From an optimization exercise on the open Yosys and OpenROAD flow, aimed at small area and a short achievable clock period; shortcuts taken in it are not production practice. At most, simulation tests tie the RTL to the original design; equivalence was not proved.

==> build 78 <==
==> flow/design.v <==
module crc16_tab (
    input  wire [7:0]  x,
    output reg  [15:0] t
);
    integer k;
    always @(*) begin
        t = {x, 8'h00};
        for (k = 0; k < 8; k = k + 1)
            t = t[15] ? ((t << 1) ^ 16'h1021) : (t << 1);
    end
endmodule
module crc16_last (
    input  wire [15:0] c,
    input  wire [15:0] r,
    output wire [7:0]  d_want,
    output wire        c_ok
);
    wire [7:0] y = r[7:0];
    wire [7:0] v = {y[7] ^ y[2], y[6] ^ y[1], y[5] ^ y[0], y[4],
                    y[7] ^ y[3] ^ y[2], y[6] ^ y[2] ^ y[1], y[5] ^ y[1] ^ y[0],
                    y[4] ^ y[0]};
    wire [7:0] k = {y[3], y[2], y[1], y[7] ^ y[2] ^ y[0], y[6] ^ y[1],
                    y[5] ^ y[0], y[4], y[3]};
    assign d_want = c[15:8] ^ v;
    assign c_ok   = (c[7:0] == (r[15:8] ^ k));
endmodule
module dispatch_rom (
    input  wire [7:0] opcode,
    output reg  [3:0] handler,
    output reg  [7:0] resp_op
);
    always @(*) begin
        case (opcode)
            8'h65:   begin handler = 4'd1; resp_op = 8'h66; end
            8'h10:   begin handler = 4'd2; resp_op = 8'h11; end
            8'h22:   begin handler = 4'd3; resp_op = 8'h23; end
            8'h31:   begin handler = 4'd4; resp_op = 8'h32; end
            8'h40:   begin handler = 4'd5; resp_op = 8'h41; end
            8'h50:   begin handler = 4'd6; resp_op = 8'h51; end
            8'h7A:   begin handler = 4'd7; resp_op = 8'h7B; end
            8'h81:   begin handler = 4'd8; resp_op = 8'h82; end
            default: begin handler = 4'd0; resp_op = 8'h00; end
        endcase
    end
endmodule
module dispatch_len (
    input  wire [3:0] handler,
    input  wire [8:0] n,
    output reg        in_range
);
    always @(*) begin
        case (handler)
            4'd1:    in_range = (n == 9'd7);                      
            4'd2:    in_range = (n == 9'd6);                      
            4'd3:    in_range = (n <= 9'd10);                     
            4'd4:    in_range = (n == 9'd8);                      
            4'd5:    in_range = 1'b1;                             
            4'd6:    in_range = (n >= 9'd10) & (n <= 9'd70);      
            4'd7:    in_range = (n >= 9'd14) & (n <= 9'd22);      
            default: in_range = 1'b0;                             
        endcase
    end
endmodule
module frame_rx #(
    parameter MAX_FRAME_LEN = 256
) (
    input  wire        clk,
    input  wire        rst,
    input  wire        start,
    input  wire [1:0]  cfg_fmt,       
    input  wire        cfg_srv,       
    input  wire [15:0] cfg_tmo,       
    input  wire [15:0] cfg_fixlen,    
    input  wire        rx_valid,
    input  wire [7:0]  rx_data,
    output wire        rx_ready,
    input  wire        tick,
    input  wire        fault,
    output wire        awaiting_body,
    output wire        res_valid,
    output wire [3:0]  res_code,
    output wire [3:0]  res_cause,
    output wire [7:0]  res_rxst,
    output wire [15:0] rx_count,
    output wire [15:0] rx_lenfield,
    output wire [15:0] target,
    output wire [15:0] idle_count,
    output wire [15:0] field_rcv,
    output wire [15:0] field_calc,
    output wire [1:0]  dcode,
    output wire [7:0]  handler,
    output wire [7:0]  resp_op,
    output wire [7:0]  req_op,
    output wire        disp_ok,
    output wire [7:0]  disp_handler
);
    localparam CODE_OK        = 4'h0;
    localparam CODE_DEVSTAT   = 4'h1;
    localparam CODE_TIMEOUT   = 4'h2;
    localparam CODE_INTEGRITY = 4'h3;
    localparam CODE_LENREJ    = 4'h4;
    localparam CODE_TFAULT    = 4'h5;
    localparam CODE_CMDERR    = 4'h6;
    localparam CODE_NONE      = 4'hF;
    localparam CAUSE_BAD_OP     = 2'd1;
    localparam CAUSE_BAD_LENGTH = 2'd3;
    localparam DC_NONE    = 2'd0;
    localparam DC_OK      = 2'd1;
    localparam DC_UNKNOWN = 2'd2;
    localparam DC_BADLEN  = 2'd3;
    reg        active;       
    reg        fzb;          
    reg        ffix;         
    reg        dsp;          
    reg [15:0] tmo;          
    reg        tmo_hit;      
    reg        lastb;        
    reg [5:0]  pos;          
    reg [15:0] acc;          
    reg [15:0] frcv;         
    reg [15:0] lf;           
    reg [7:0]  b0;
    reg [3:0]  hnd;          
    reg [7:0]  rsp;          
    reg [7:0]  b5;
    reg        done;         
    reg        ge3;          
    reg        rv;
    reg [3:0]  rc;
    reg [1:0]  rcz;
    reg [7:0]  rxst;
    reg [8:0]  cnt;
    reg [8:0]  tgt;
    reg [15:0] idle;
    reg [1:0]  dc;
    reg        dnz;          
    reg        dok;          
    assign rx_ready      = active;
    assign awaiting_body = active & ge3;
    assign res_valid     = rv;
    assign res_code      = rc;
    assign res_cause     = {2'b00, rcz};
    assign res_rxst      = rxst;
    assign rx_count      = {7'd0, cnt};
    assign rx_lenfield   = lf & {16{ge3}};
    assign target        = {7'd0, tgt};
    assign idle_count    = idle;
    assign field_rcv     = frcv & {16{done}};
    assign field_calc    = acc & {16{done}};
    assign dcode         = dc;
    assign handler       = {4'd0, hnd & {4{dc[0]}}};
    assign resp_op       = rsp & {8{dc[0]}};
    assign req_op        = b0 & {8{dnz}};
    assign disp_ok       = dok;
    assign disp_handler  = {4'd0, hnd & {4{dok}}};
    wire [7:0] b = rx_data;
    wire [15:0] t_acc, t_b;
    crc16_tab u_ta (.x(acc[15:8]), .t(t_acc));
    crc16_tab u_tb (.x(b & {8{~(pos[3] | pos[4])}}), .t(t_b));
    wire [15:0] crc_next = {acc[7:0], 8'h00} ^ t_acc ^ t_b;
    wire [7:0] crc_want;
    wire       crc_ok;
    crc16_last u_last (.c(acc), .r(frcv), .d_want(crc_want), .c_ok(crc_ok));
    wire [7:0] want  = fzb ? ~acc[7:0] : crc_want;
    wire       valid = (b == want) & (fzb | crc_ok);
    wire [7:0] status = pos[5] ? b : b5;
    wire       st_ok  = fzb | (status == 8'h00);
    wire [7:0] b1        = lf[15:8];
    wire       b1_zero   = ~(|b1);
    wire       b1_one    = (b1 == 8'd1);
    wire       std_ok    = (b1_zero & (b >= 8'd6)) | (b1_one & ~(|b));
    wire       zb_ok     = b1_zero & (|b) & (b <= 8'd252);
    wire       len_bad   = fzb ? ~zb_ok : ~std_ok;
    wire [8:0] std_tgt   = {b1[0], b} & {9{std_ok}};
    wire [8:0] zb_tgt    = ({1'b0, b} + 9'd4) & {9{zb_ok}};
    wire [8:0] len_tgt   = fzb ? zb_tgt : std_tgt;
    wire [3:0] b_hnd;
    wire [7:0] b_rsp;
    dispatch_rom u_rom (.opcode(b), .handler(b_hnd), .resp_op(b_rsp));
    wire       in_range;
    dispatch_len u_len (.handler(hnd), .n(tgt), .in_range(in_range));
    wire [15:0] idle1  = idle + 16'd1;
    wire [15:0] tmo_in = {cfg_tmo[15:1], cfg_tmo[0] | ~(|cfg_tmo[15:1])};
    wire fixlen_bad = (cfg_fixlen < 16'd6) || (cfg_fixlen > MAX_FRAME_LEN);
    wire cmd_op     = (cfg_fmt == 2'd3);
    wire cmd_len    = (cfg_fmt == 2'd2) & fixlen_bad;
    always @(posedge clk) begin
        if (!active) begin
            if (start) begin
                fzb     <= (cfg_fmt == 2'd1);
                ffix    <= (cfg_fmt == 2'd2);
                dsp     <= cfg_srv & (cfg_fmt != 2'd1);
                tmo     <= tmo_in;
                tmo_hit <= ~(|cfg_tmo[15:1]);
                lastb   <= 1'b0;
                pos     <= 6'b000001;
            end
        end else if (!fault) begin
            if (rx_valid) begin
                pos     <= {pos[4:0], 1'b0};
                tmo_hit <= (tmo == 16'd1);
                lastb   <= (cnt + 9'd2 == tgt) & ~pos[2];
            end else if (tick) begin
                tmo_hit <= (idle1 + 16'd1 == tmo);
            end
        end
    end
    always @(posedge clk) begin
        if (active && !fault && rx_valid) begin
            if (pos[0]) begin
                b0  <= b;
                hnd <= b_hnd;
                rsp <= b_rsp;
            end
            if (pos[1]) lf[15:8] <= b;
            if (pos[2]) lf[7:0]  <= b;
            if (pos[3]) frcv[15:8] <= b;
            if (pos[4]) frcv[7:0]  <= b;
            if (pos[5]) b5 <= b;
            if (lastb && fzb) frcv <= {8'h00, b};
        end
    end
    always @(posedge clk) begin
        if (!active) begin
            if (start && !cmd_op && !cmd_len)
                acc <= (cfg_fmt == 2'd1) ? 16'h0000 : 16'hFFFF;
        end else if (!fault && rx_valid) begin
            if (!fzb)
                acc <= crc_next;
            else if (lastb)
                acc <= {8'h00, ~acc[7:0]};
            else if (ge3)
                acc[7:0] <= acc[7:0] + b;
        end
    end
    always @(posedge clk) begin
        if (rst) begin
            active <= 1'b0;
            done   <= 1'b0;
            ge3    <= 1'b0;
            rv     <= 1'b0;
            rc     <= CODE_NONE;
            rcz    <= 2'd0;
            rxst   <= 8'd0;
            cnt    <= 9'd0;
            tgt    <= 9'd0;
            idle   <= 16'd0;
            dc     <= DC_NONE;
            dnz    <= 1'b0;
            dok    <= 1'b0;
        end else if (!active) begin
            if (start) begin
                if (cmd_op) begin
                    rv   <= 1'b1;
                    rc   <= CODE_CMDERR;
                    rcz  <= CAUSE_BAD_OP;
                    rxst <= 8'd0;
                end else if (cmd_len) begin
                    rv   <= 1'b1;
                    rc   <= CODE_CMDERR;
                    rcz  <= CAUSE_BAD_LENGTH;
                    rxst <= 8'd0;
                end else begin
                    active <= 1'b1;
                    rv     <= 1'b0;
                    done   <= 1'b0;
                    ge3    <= 1'b0;
                    cnt    <= 9'd0;
                    tgt    <= (cfg_fmt == 2'd2) ? cfg_fixlen[8:0] : 9'd0;
                    idle   <= 16'd0;
                    dc     <= DC_NONE;
                    dnz    <= 1'b0;
                    dok    <= 1'b0;
                end
            end
        end else if (fault) begin
            active <= 1'b0;
            rv     <= 1'b1;
            rc     <= CODE_TFAULT;
            rcz    <= 2'd0;
            rxst   <= 8'd0;
        end else if (rx_valid) begin
            cnt  <= cnt + 9'd1;
            idle <= 16'd0;
            if (pos[2]) begin
                ge3 <= 1'b1;
                if (!ffix) begin
                    tgt <= len_tgt;
                    if (len_bad) begin
                        active <= 1'b0;
                        rv     <= 1'b1;
                        rc     <= CODE_LENREJ;
                        rcz    <= 2'd0;
                        rxst   <= 8'd0;
                    end
                end
            end
            if (lastb) begin
                active <= 1'b0;
                done   <= 1'b1;
                rv     <= 1'b1;
                rcz    <= 2'd0;
                if (!valid) begin
                    rc   <= CODE_INTEGRITY;
                    rxst <= 8'd0;
                end else if (st_ok) begin
                    rc   <= CODE_OK;
                    rxst <= 8'd0;
                end else begin
                    rc   <= CODE_DEVSTAT;
                    rxst <= status;
                end
                if (valid && dsp) begin
                    dnz <= 1'b1;
                    dok <= (hnd != 4'd0) & in_range;
                    dc  <= (hnd == 4'd0) ? DC_UNKNOWN : in_range ? DC_OK : DC_BADLEN;
                end
            end
        end else if (tick) begin
            if (tmo_hit) begin
                active <= 1'b0;
                rv     <= 1'b1;
                rc     <= CODE_TIMEOUT;
                rcz    <= 2'd0;
                rxst   <= 8'd0;
            end else begin
                idle <= idle1;
            end
        end
    end
endmodule
==> flow/flow/run.sh <==
#!/bin/bash
# Standard layout, with the port buffers made of plain buf cells instead of
# the delay buffers buffer_ports picks by default. Every port still gets one.
set -euo pipefail
export BUFFER_PORTS_ARGS="-buffer_cell sky130_fd_sc_hd__buf_2"
bash standard.sh > flow_make.log 2>&1
==> flow/standard.sh <==
#!/bin/bash
# synth_recipe.tcl (not shown) runs the flow's synth.tcl, then flattens the netlist and writes it again
# the make line also repeats each setting of config.mk as NAME=value (left out here)
make -C /OpenROAD-flow-scripts/flow DESIGN_CONFIG=/design/flow/config.mk WORK_HOME=/design/flow/orfs CLKGATE_MAP_FILE= SYNTH_SCRIPT=/design/flow/synth_recipe.tcl "${@:-finish}"
==> flow/config.mk <==
export PLATFORM = sky130hd
export DESIGN_NAME = frame_rx
export DESIGN_NICKNAME = frame_rx
export VERILOG_FILES = /design/flow/design.v
export SDC_FILE = /design/flow/constraint.sdc
export NUM_CORES = 4
export LEC_CHECK = 0
export ABC_CLOCK_PERIOD_IN_PS = 2400
export CAP_MARGIN = 20
export CORE_MARGIN = 2
export CORE_UTILIZATION = 40
export SETUP_SLACK_MARGIN = 3.6
export SLEW_MARGIN = 20
==> flow/constraint.sdc <==
create_clock -name core_clock -period 6.0 [get_ports {clk}]
set_input_delay 1.2000 -clock core_clock [delete_from_list [all_inputs] [get_ports {clk}]]
set_output_delay 1.2000 -clock core_clock [all_outputs]
set_load 0.01 [all_outputs]
==> build 85: changes against build 78 <==
--- a/flow/design.v
+++ b/flow/design.v
@@ -125,2 +125,4 @@
     reg [7:0]  b5;
+    reg        b1z;          
+    reg        b1o;          
     reg        done;         
@@ -156,6 +158,6 @@
     wire [7:0] b = rx_data;
-    wire [15:0] t_acc, t_b;
-    crc16_tab u_ta (.x(acc[15:8]), .t(t_acc));
-    crc16_tab u_tb (.x(b & {8{~(pos[3] | pos[4])}}), .t(t_b));
-    wire [15:0] crc_next = {acc[7:0], 8'h00} ^ t_acc ^ t_b;
+    wire [15:0] crc_cur = pos[0] ? 16'hFFFF : acc;
+    wire [15:0] t_idx;
+    crc16_tab u_t (.x(crc_cur[15:8] ^ (b & {8{~(pos[3] | pos[4])}})), .t(t_idx));
+    wire [15:0] crc_next = {crc_cur[7:0], 8'h00} ^ t_idx;
     wire [7:0] crc_want;
@@ -168,4 +170,4 @@
     wire [7:0] b1        = lf[15:8];
-    wire       b1_zero   = ~(|b1);
-    wire       b1_one    = (b1 == 8'd1);
+    wire       b1_zero   = b1z;
+    wire       b1_one    = b1o;
     wire       std_ok    = (b1_zero & (b >= 8'd6)) | (b1_one & ~(|b));
@@ -178,3 +180,3 @@
     wire [7:0] b_rsp;
-    dispatch_rom u_rom (.opcode(b), .handler(b_hnd), .resp_op(b_rsp));
+    dispatch_rom u_rom (.opcode(b0), .handler(b_hnd), .resp_op(b_rsp));
     wire       in_range;
@@ -182,2 +184,12 @@
     wire [15:0] idle1  = idle + 16'd1;
+    wire [15:0] inc2_flip;
+    assign inc2_flip[0] = 1'b0;
+    assign inc2_flip[1] = 1'b1;
+    genvar gi;
+    generate
+        for (gi = 2; gi < 16; gi = gi + 1) begin : g_flip
+            assign inc2_flip[gi] = &idle[gi-1:1];
+        end
+    endgenerate
+    wire        idle2_hit = ((idle ^ tmo) == inc2_flip);
     wire [15:0] tmo_in = {cfg_tmo[15:1], cfg_tmo[0] | ~(|cfg_tmo[15:1])};
@@ -203,3 +215,3 @@
             end else if (tick) begin
-                tmo_hit <= (idle1 + 16'd1 == tmo);
+                tmo_hit <= idle2_hit;
             end
@@ -209,4 +221,7 @@
         if (active && !fault && rx_valid) begin
-            if (pos[0]) begin
-                b0  <= b;
+            if (pos[0]) b0 <= b;
+            if (pos[1]) begin
+                lf[15:8] <= b;
+                b1z <= (b == 8'd0);
+                b1o <= (b == 8'd1);
                 hnd <= b_hnd;
@@ -214,3 +229,2 @@
             end
-            if (pos[1]) lf[15:8] <= b;
             if (pos[2]) lf[7:0]  <= b;
@@ -223,6 +237,3 @@
     always @(posedge clk) begin
-        if (!active) begin
-            if (start && !cmd_op && !cmd_len)
-                acc <= (cfg_fmt == 2'd1) ? 16'h0000 : 16'hFFFF;
-        end else if (!fault && rx_valid) begin
+        if (active && !fault && rx_valid) begin
             if (!fzb)
@@ -231,2 +242,4 @@
                 acc <= {8'h00, ~acc[7:0]};
+            else if (pos[3])
+                acc <= {8'h00, b};
             else if (ge3)
--- a/flow/flow/run.sh
+++ b/flow/flow/run.sh
@@ -4,3 +4,3 @@
 set -euo pipefail
-export BUFFER_PORTS_ARGS="-buffer_cell sky130_fd_sc_hd__buf_2"
+export BUFFER_PORTS_ARGS="-buffer_cell sky130_fd_sc_hd__buf_1"
 bash standard.sh > flow_make.log 2>&1
- ABC_CLOCK_PERIOD_IN_PS: 2400 -> not set
- CTS_BUF_LIST: not set -> sky130_fd_sc_hd__clkbuf_8
- SETUP_SLACK_MARGIN: 3.6 -> 3.3
==> build 31: changes against build 78 <==
--- a/flow/design.v
+++ b/flow/design.v
@@ -28,16 +28,17 @@
     input  wire [7:0] opcode,
-    output reg  [3:0] handler,
-    output reg  [7:0] resp_op
+    output reg        hit,
+    output reg  [2:0] entry
 );
     always @(*) begin
+        hit = 1'b1;
         case (opcode)
-            8'h65:   begin handler = 4'd1; resp_op = 8'h66; end
-            8'h10:   begin handler = 4'd2; resp_op = 8'h11; end
-            8'h22:   begin handler = 4'd3; resp_op = 8'h23; end
-            8'h31:   begin handler = 4'd4; resp_op = 8'h32; end
-            8'h40:   begin handler = 4'd5; resp_op = 8'h41; end
-            8'h50:   begin handler = 4'd6; resp_op = 8'h51; end
-            8'h7A:   begin handler = 4'd7; resp_op = 8'h7B; end
-            8'h81:   begin handler = 4'd8; resp_op = 8'h82; end
-            default: begin handler = 4'd0; resp_op = 8'h00; end
+            8'h65:   entry = 3'd0;
+            8'h10:   entry = 3'd1;
+            8'h22:   entry = 3'd2;
+            8'h31:   entry = 3'd3;
+            8'h40:   entry = 3'd4;
+            8'h50:   entry = 3'd5;
+            8'h7A:   entry = 3'd6;
+            8'h81:   entry = 3'd7;
+            default: begin hit = 1'b0; entry = 3'd0; end
         endcase
@@ -45,4 +46,20 @@
 endmodule
+module dispatch_out (
+    input  wire [2:0] entry,
+    output wire [3:0] handler,
+    output wire [7:0] resp_op
+);
+    assign handler = {1'b0, entry} + 4'd1;
+    wire [7:0] sel = 8'd1 << entry;
+    assign resp_op[0] = |(sel & 8'b01110110);
+    assign resp_op[1] = |(sel & 8'b11001101);
+    assign resp_op[2] = |(sel & 8'b00000001);
+    assign resp_op[3] = |(sel & 8'b01000000);
+    assign resp_op[4] = |(sel & 8'b01101010);
+    assign resp_op[5] = |(sel & 8'b01001101);
+    assign resp_op[6] = |(sel & 8'b01110001);
+    assign resp_op[7] = |(sel & 8'b10000000);
+endmodule
 module dispatch_len (
-    input  wire [3:0] handler,
+    input  wire [2:0] entry,
     input  wire [8:0] n,
@@ -51,10 +68,10 @@
     always @(*) begin
-        case (handler)
-            4'd1:    in_range = (n == 9'd7);                      
-            4'd2:    in_range = (n == 9'd6);                      
-            4'd3:    in_range = (n <= 9'd10);                     
-            4'd4:    in_range = (n == 9'd8);                      
-            4'd5:    in_range = 1'b1;                             
-            4'd6:    in_range = (n >= 9'd10) & (n <= 9'd70);      
-            4'd7:    in_range = (n >= 9'd14) & (n <= 9'd22);      
+        case (entry)
+            3'd0:    in_range = (n == 9'd7);                      
+            3'd1:    in_range = (n == 9'd6);                      
+            3'd2:    in_range = (n <= 9'd10);                     
+            3'd3:    in_range = (n == 9'd8);                      
+            3'd4:    in_range = 1'b1;                             
+            3'd5:    in_range = (n >= 9'd10) & (n <= 9'd70);      
+            3'd6:    in_range = (n >= 9'd14) & (n <= 9'd22);      
             default: in_range = 1'b0;                             
@@ -117,3 +134,2 @@
     reg        lastb;        
-    reg [5:0]  pos;          
     reg [15:0] acc;          
@@ -122,4 +138,4 @@
     reg [7:0]  b0;
-    reg [3:0]  hnd;          
-    reg [7:0]  rsp;          
+    reg        hit;          
+    reg [2:0]  ent;          
     reg [7:0]  b5;
@@ -150,12 +166,23 @@
     assign dcode         = dc;
-    assign handler       = {4'd0, hnd & {4{dc[0]}}};
-    assign resp_op       = rsp & {8{dc[0]}};
+    wire [3:0] ent_hnd;
+    wire [7:0] ent_rsp;
+    dispatch_out u_out (.entry(ent), .handler(ent_hnd), .resp_op(ent_rsp));
+    assign handler       = {4'd0, ent_hnd & {4{dc[0]}}};
+    assign resp_op       = ent_rsp & {8{dc[0]}};
     assign req_op        = b0 & {8{dnz}};
     assign disp_ok       = dok;
-    assign disp_handler  = {4'd0, hnd & {4{dok}}};
+    assign disp_handler  = {4'd0, ent_hnd & {4{dok}}};
     wire [7:0] b = rx_data;
-    wire [15:0] t_acc, t_b;
-    crc16_tab u_ta (.x(acc[15:8]), .t(t_acc));
-    crc16_tab u_tb (.x(b & {8{~(pos[3] | pos[4])}}), .t(t_b));
-    wire [15:0] crc_next = {acc[7:0], 8'h00} ^ t_acc ^ t_b;
+    wire       cnt_lo = ~(|cnt[8:3]);
+    wire [5:0] pos;
+    assign pos[0] = cnt_lo & (cnt[2:0] == 3'd0);
+    assign pos[1] = cnt_lo & (cnt[2:0] == 3'd1);
+    assign pos[2] = cnt_lo & (cnt[2:0] == 3'd2);
+    assign pos[3] = cnt_lo & (cnt[2:0] == 3'd3);
+    assign pos[4] = cnt_lo & (cnt[2:0] == 3'd4);
+    assign pos[5] = cnt_lo & (cnt[2:0] == 3'd5);
+    wire [15:0] crc_cur = pos[0] ? 16'hFFFF : acc;
+    wire [15:0] t_idx;
+    crc16_tab u_t (.x(crc_cur[15:8] ^ (b & {8{~(pos[3] | pos[4])}})), .t(t_idx));
+    wire [15:0] crc_next = {crc_cur[7:0], 8'h00} ^ t_idx;
     wire [7:0] crc_want;
@@ -176,8 +203,18 @@
     wire [8:0] len_tgt   = fzb ? zb_tgt : std_tgt;
-    wire [3:0] b_hnd;
-    wire [7:0] b_rsp;
-    dispatch_rom u_rom (.opcode(b), .handler(b_hnd), .resp_op(b_rsp));
+    wire       b_hit;
+    wire [2:0] b_ent;
+    dispatch_rom u_rom (.opcode(b0), .hit(b_hit), .entry(b_ent));
     wire       in_range;
-    dispatch_len u_len (.handler(hnd), .n(tgt), .in_range(in_range));
+    dispatch_len u_len (.entry(ent), .n(tgt), .in_range(in_range));
     wire [15:0] idle1  = idle + 16'd1;
+    wire [15:0] inc2_flip;
+    assign inc2_flip[0] = 1'b0;
+    assign inc2_flip[1] = 1'b1;
+    genvar gi;
+    generate
+        for (gi = 2; gi < 16; gi = gi + 1) begin : g_flip
+            assign inc2_flip[gi] = &idle[gi-1:1];
+        end
+    endgenerate
+    wire        idle2_hit = ((idle ^ tmo) == inc2_flip);
     wire [15:0] tmo_in = {cfg_tmo[15:1], cfg_tmo[0] | ~(|cfg_tmo[15:1])};
@@ -195,3 +232,2 @@
                 lastb   <= 1'b0;
-                pos     <= 6'b000001;
             end
@@ -199,3 +235,2 @@
             if (rx_valid) begin
-                pos     <= {pos[4:0], 1'b0};
                 tmo_hit <= (tmo == 16'd1);
@@ -203,3 +238,3 @@
             end else if (tick) begin
-                tmo_hit <= (idle1 + 16'd1 == tmo);
+                tmo_hit <= idle2_hit;
             end
@@ -209,8 +244,8 @@
         if (active && !fault && rx_valid) begin
-            if (pos[0]) begin
-                b0  <= b;
-                hnd <= b_hnd;
-                rsp <= b_rsp;
+            if (pos[0]) b0 <= b;
+            if (pos[1]) begin
+                lf[15:8] <= b;
+                hit <= b_hit;
+                ent <= b_ent;
             end
-            if (pos[1]) lf[15:8] <= b;
             if (pos[2]) lf[7:0]  <= b;
@@ -223,6 +258,3 @@
     always @(posedge clk) begin
-        if (!active) begin
-            if (start && !cmd_op && !cmd_len)
-                acc <= (cfg_fmt == 2'd1) ? 16'h0000 : 16'hFFFF;
-        end else if (!fault && rx_valid) begin
+        if (active && !fault && rx_valid) begin
             if (!fzb)
@@ -231,2 +263,4 @@
                 acc <= {8'h00, ~acc[7:0]};
+            else if (pos[3])
+                acc <= {8'h00, b};
             else if (ge3)
@@ -314,4 +348,4 @@
                     dnz <= 1'b1;
-                    dok <= (hnd != 4'd0) & in_range;
-                    dc  <= (hnd == 4'd0) ? DC_UNKNOWN : in_range ? DC_OK : DC_BADLEN;
+                    dok <= hit & in_range;
+                    dc  <= !hit ? DC_UNKNOWN : in_range ? DC_OK : DC_BADLEN;
                 end
--- a/flow/flow/run.sh
+++ b/flow/flow/run.sh
@@ -4,3 +4,3 @@
 set -euo pipefail
-export BUFFER_PORTS_ARGS="-buffer_cell sky130_fd_sc_hd__buf_2"
+export BUFFER_PORTS_ARGS="-buffer_cell sky130_fd_sc_hd__buf_1"
 bash standard.sh > flow_make.log 2>&1
- ABC_CLOCK_PERIOD_IN_PS: 2400 -> not set
- CTS_BUF_LIST: not set -> sky130_fd_sc_hd__clkbuf_8
- SETUP_SLACK_MARGIN: 3.6 -> 3.0
==> notes <==
Via count: build 78 > build 31 > build 85. Between build 31 and build 85, the lower global-route usage is in build 85 (gap 1.6 points). The highest core utilization belongs to build 78, the lowest to build 85. Non-clock buffer count: build 78 > build 31 > build 85. Of build 85 and build 78, build 85 has the higher clock skew (gap 0.0035 ns). In build 31 the area after synthesis is lower than in build 85, by 1.3%. The highest sequential share of layout area belongs to build 85, the lowest to build 78.
For build 31, only the layout was checked, not whether the RTL still works.

[port drivers added, routing unchanged]
The flow's constraints put no driver on any port. The routed layouts listed below were extracted and timed again, unchanged, in two steps. Step 1 (the two cells are an assumption about what drives the block):
set clk [get_ports {clk}]
set_driving_cell -lib_cell sky130_fd_sc_hd__clkbuf_16 $clk
set_driving_cell -lib_cell sky130_fd_sc_hd__buf_2 [delete_from_list [all_inputs] $clk]
Step 2 times the ports against the registers' clock, not the clock port: input delays grow and output delays shrink by t, the midpoint of the rising clock arrivals with the driver on. a / b / c = no drivers / after step 1 / after step 2; a / b = the first two.
run	t (ns)	setup slack, ns	worst setup path at the end
build 78	0.486	3.182 / 3.151 / 2.665	input to register
build 85	0.499	3.262 / 3.264 / 2.765	input to register
build 31	0.489	2.925 / 2.910 / 2.458	input to register
After both steps every run listed still meets setup and hold. For build 78, which loses most, drivers alone change the setup slack by -0.031 ns; drivers and shift together by -0.517 ns.
